Background: an optimization exercise with open tools, aiming at small area and a short achievable clock period. Do not read the settings as production practice. The RTL was checked by simulation tests, not by an equivalence proof against the original design. Power and IR drop assume default switching activity.

==> module wwvb_calendar, before the edit <==
module wwvb_calendar (
    input  wire [7:0]  yy,
    input  wire [8:0]  doy,
    output reg  [3:0]  month,
    output wire [4:0]  day,
    output wire [2:0]  wday
);
    wire leap = (yy[1:0] == 2'd0) && (yy != 8'd100);
    wire [3:0] c  = doy[8:5];
    wire [4:0] lo = doy[4:0];
    reg  [9:0] lo_t;             
    always @* begin
        case (c)
            4'd0: lo_t = {5'd31, 5'd31};
            4'd1: lo_t = {5'd27, 5'd28};
            4'd2: lo_t = {5'd26, 5'd27};
            4'd3: lo_t = {5'd24, 5'd25};
            4'd4: lo_t = {5'd23, 5'd24};
            4'd5: lo_t = {5'd21, 5'd22};
            4'd6: lo_t = {5'd20, 5'd21};
            4'd7: lo_t = {5'd19, 5'd20};
            4'd8: lo_t = {5'd17, 5'd18};
            4'd9: lo_t = {5'd16, 5'd17};
            4'd10: lo_t = {5'd14, 5'd15};
            4'd11: lo_t = {5'd13, 5'd14};
            default: lo_t = {5'd31, 5'd31};
        endcase
    end
    wire [4:0] thr = leap ? lo_t[4:0] : lo_t[9:5];
    reg gt;
    integer i;
    always @* begin
        gt = 1'b0;
        for (i = 0; i < 5; i = i + 1)
            gt = (lo[i] & ~thr[i]) | (~(lo[i] ^ thr[i]) & gt);
    end
    wire [10:0] mi;              
    wwvb_add11 u_mi (.a({7'd0, c}), .b(11'd0), .cin(gt), .s(mi));
    always @* month = mi[3:0] + 4'd1;
    reg  [9:0] kk;               
    always @* begin
        case (mi[3:0])
            4'd0: kk = {5'd0, 5'd0};
            4'd1: kk = {5'd1, 5'd1};
            4'd2: kk = {5'd5, 5'd4};
            4'd3: kk = {5'd6, 5'd5};
            4'd4: kk = {5'd8, 5'd7};
            4'd5: kk = {5'd9, 5'd8};
            4'd6: kk = {5'd11, 5'd10};
            4'd7: kk = {5'd12, 5'd11};
            4'd8: kk = {5'd13, 5'd12};
            4'd9: kk = {5'd15, 5'd14};
            4'd10: kk = {5'd16, 5'd15};
            4'd11: kk = {5'd18, 5'd17};
            default: kk = {5'd0, 5'd0};
        endcase
    end
    wire [4:0]  k = leap ? kk[4:0] : kk[9:5];
    wire [10:0] dsum;
    wwvb_add11 u_day (.a({6'd0, lo}), .b({6'd0, k}), .cin(1'b0), .s(dsum));
    assign day = dsum[4:0];
    function [2:0] m7x5;         
        input [2:0] x;
        case (x)
            3'd0: m7x5 = 3'd0;  3'd1: m7x5 = 3'd5;  3'd2: m7x5 = 3'd3;
            3'd3: m7x5 = 3'd1;  3'd4: m7x5 = 3'd6;  3'd5: m7x5 = 3'd4;
            3'd6: m7x5 = 3'd2;  default: m7x5 = 3'd0;
        endcase
    endfunction
    wire       past_2100 = (yy > 8'd100);
    reg  [2:0] e;                
    always @* begin
        case ({yy[1:0], past_2100})
            3'b00_0: e = 3'd4;  3'b00_1: e = 3'd3;
            3'b01_0: e = 3'd6;  3'b01_1: e = 3'd5;
            3'b10_0: e = 3'd0;  3'b10_1: e = 3'd6;
            3'b11_0: e = 3'd1;  default: e = 3'd0;
        endcase
    end
    wire [10:0] s1, s2, s3, s4, s5;
    wwvb_add11 u_w1 (.a({8'd0, m7x5(yy[7:5])}), .b({8'd0, m7x5(yy[4:2])}), .cin(1'b0), .s(s1));
    wwvb_add11 u_w2 (.a({8'd0, doy[8:6]}), .b({8'd0, doy[5:3]}), .cin(1'b0), .s(s2));
    wwvb_add11 u_w3 (.a({8'd0, doy[2:0]}), .b({8'd0, e}), .cin(1'b0), .s(s3));
    wwvb_add11 u_w4 (.a(s1), .b(s2), .cin(1'b0), .s(s4));
    wwvb_add11 u_w5 (.a(s4), .b(s3), .cin(1'b0), .s(s5));
    wire [10:0] g1, g2;
    wwvb_add11 u_g1 (.a({8'd0, s5[5:3]}), .b({8'd0, s5[2:0]}), .cin(1'b0), .s(g1));
    wwvb_add11 u_g2 (.a({8'd0, g1[2:0]}), .b(11'd0), .cin(g1[3]), .s(g2));
    assign wday = (g2[2:0] == 3'd7) ? 3'd0 : g2[2:0];
endmodule
Settings: LEC_CHECK=0, CAP_MARGIN=20, CORE_MARGIN=2, CORE_UTILIZATION=40, SLEW_MARGIN=20; clock period 45.0 ns.
standard.sh (not shown) runs the stock make flow with config.mk's settings and CLKGATE_MAP_FILE= SYNTH_SCRIPT=/design/flow/synth_recipe.tcl, a recipe that flattens the netlist after the stock synthesis.
==> flow/flow/run.sh <==
#!/bin/bash
# The standard ORFS layout (standard.sh), with these changes to how the
# layout is made:
#  - synthesis maps the logic with an area-oriented ABC recipe
#    (flow/abc_map.script) in place of ORFS's delay-oriented one; it runs
#    from a copy of ORFS's scripts folder that differs only in that file,
#    so the registers and every other step are the standard ones;
#  - half-adder cells are left out (added to DONT_USE_CELLS): Yosys's
#    extract_fa then maps only full adders, and the half adders it would
#    have made, with the inverters around them, are left to ABC;
#  - the port buffers are buf_1 cells instead of the larger delay-buffer
#    cells buffer_ports picks on its own;
#  - the clock tree is built from small clock buffers without dummy loads;
#  - timing repair aims for 27 ns of setup slack, which in this design only
#    the combinational bus_ready path (input to output) falls short of.
# The full make output goes to standard.log here; ORFS keeps each step's
# log under orfs/logs.
set -euo pipefail
rm -rf scripts_abc
cp -r "$FLOW_HOME/scripts" scripts_abc
cp flow/abc_map.script scripts_abc/abc_speed.script
export SCRIPTS_DIR="$PWD/scripts_abc"
export BUFFER_PORTS_ARGS="-buffer_cell sky130_fd_sc_hd__buf_1"
export CTS_ARGS="-sink_clustering_enable -repair_clock_nets -dont_use_dummy_load -buf_list sky130_fd_sc_hd__clkbuf_4 -sink_clustering_size 8 -sink_clustering_max_diameter 40"
export SETUP_SLACK_MARGIN=27
# The platform's DONT_USE_CELLS and the half adders, on the make command
# line (ORFS unsets variables from the environment between its steps).
DONT_USE=$(make -C "$FLOW_HOME" DESIGN_CONFIG="$PWD/config.mk" WORK_HOME="$PWD/orfs" \
  print-DONT_USE_CELLS 2> print_dont_use.log | sed -n 's/^DONT_USE_CELLS: //p')
[[ -n "$DONT_USE" ]]
bash standard.sh "DONT_USE_CELLS=$DONT_USE sky130_fd_sc_hd__ha_1 sky130_fd_sc_hd__ha_2 sky130_fd_sc_hd__ha_4" finish > standard.log 2>&1
==> flow/flow/abc_map.script <==
strash
&get -n
&st
&syn2
&dch
&nf -a -p -R 1000 -F 8 -A 8 -C 32
&st
&syn2
&dch
&nf -a -p -R 1000 -F 8 -A 8 -C 32
&st
&syn2
&dch
&nf -a -p -R 1000 -F 8 -A 8 -C 32
&put
topo
stime -c
==> next run, changes <==
--- a/flow/design.v
+++ b/flow/design.v
@@ -95,28 +95,40 @@
     always @* begin
         gt = 1'b0;
         for (i = 0; i < 5; i = i + 1)
             gt = (lo[i] & ~thr[i]) | (~(lo[i] ^ thr[i]) & gt);
     end
-    wire [10:0] mi;              
-    wwvb_add11 u_mi (.a({7'd0, c}), .b(11'd0), .cin(gt), .s(mi));
-    always @* month = mi[3:0] + 4'd1;
+    wire [10:0] mo;
+    wwvb_add11 u_mo (.a({7'd0, c}), .b({10'd0, 1'b1}), .cin(gt), .s(mo));
+    always @* month = mo[3:0];
     reg  [9:0] kk;               
     always @* begin
-        case (mi[3:0])
-            4'd0: kk = {5'd0, 5'd0};
-            4'd1: kk = {5'd1, 5'd1};
-            4'd2: kk = {5'd5, 5'd4};
-            4'd3: kk = {5'd6, 5'd5};
-            4'd4: kk = {5'd8, 5'd7};
-            4'd5: kk = {5'd9, 5'd8};
-            4'd6: kk = {5'd11, 5'd10};
-            4'd7: kk = {5'd12, 5'd11};
-            4'd8: kk = {5'd13, 5'd12};
-            4'd9: kk = {5'd15, 5'd14};
-            4'd10: kk = {5'd16, 5'd15};
-            4'd11: kk = {5'd18, 5'd17};
+        case ({c, gt})
+            {4'd0, 1'b0}: kk = {5'd0, 5'd0};
+            {4'd0, 1'b1}: kk = {5'd1, 5'd1};
+            {4'd1, 1'b0}: kk = {5'd1, 5'd1};
+            {4'd1, 1'b1}: kk = {5'd5, 5'd4};
+            {4'd2, 1'b0}: kk = {5'd5, 5'd4};
+            {4'd2, 1'b1}: kk = {5'd6, 5'd5};
+            {4'd3, 1'b0}: kk = {5'd6, 5'd5};
+            {4'd3, 1'b1}: kk = {5'd8, 5'd7};
+            {4'd4, 1'b0}: kk = {5'd8, 5'd7};
+            {4'd4, 1'b1}: kk = {5'd9, 5'd8};
+            {4'd5, 1'b0}: kk = {5'd9, 5'd8};
+            {4'd5, 1'b1}: kk = {5'd11, 5'd10};
+            {4'd6, 1'b0}: kk = {5'd11, 5'd10};
+            {4'd6, 1'b1}: kk = {5'd12, 5'd11};
+            {4'd7, 1'b0}: kk = {5'd12, 5'd11};
+            {4'd7, 1'b1}: kk = {5'd13, 5'd12};
+            {4'd8, 1'b0}: kk = {5'd13, 5'd12};
+            {4'd8, 1'b1}: kk = {5'd15, 5'd14};
+            {4'd9, 1'b0}: kk = {5'd15, 5'd14};
+            {4'd9, 1'b1}: kk = {5'd16, 5'd15};
+            {4'd10, 1'b0}: kk = {5'd16, 5'd15};
+            {4'd10, 1'b1}: kk = {5'd18, 5'd17};
+            {4'd11, 1'b0}: kk = {5'd18, 5'd17};
+            {4'd11, 1'b1}: kk = {5'd18, 5'd17};
             default: kk = {5'd0, 5'd0};
         endcase
     end
     wire [4:0]  k = leap ? kk[4:0] : kk[9:5];
     wire [10:0] dsum;
Routed wire length came out lower by 0.72%.
Final area fell by 1.2%.
Total power drops by 1.1%.
Cell count falls by 1.8%.
Register-to-register slack improves by 0.37 ns.
Sequential power stays flat.
Synthesized cell count drops by 2.8%.
Via count decreases by 0.99%.
Non-clock buffer count climbs by 6.
Area after synthesis drops by 1.5%.
Setup slack gets better by 0.0032 ns.
Critical path depth stays the same.
Combinational power drops by 8.9%.

## re-timing with driven ports
No port has a modelled driver above. Below, the same layouts with a new extraction and two added sets of constraints.
Step 1 assumes that a clkbuf_16 drives the clock port and a buf_2 every other input.
Step 2 adds t to the input delays and takes it off the output delays; t is the mean of the earliest and latest rising clock arrival at the registers after step 1. Input paths then give back, and output paths get back, about the clock's delay inside the block.
a / b / c = ideal ports / drivers / drivers and shift; a / b = the first two.
run	t, ns	setup slack, ns	clock arrival spread, ns	worst register clock-pin slew, ns	worst slew at a driven data input, ns
the first run	0.694	26.566 / 26.525 / 26.525	0.064 / 0.065	0.10 / 0.10	0.05
the second run	0.664	26.569 / 26.529 / 26.529	0.086 / 0.086	0.10 / 0.10	0.05
After both steps every run listed still meets setup and hold. The setup slack of the first run, which loses most, moves by -0.041 ns with the drivers and by -0.041 ns with both steps.
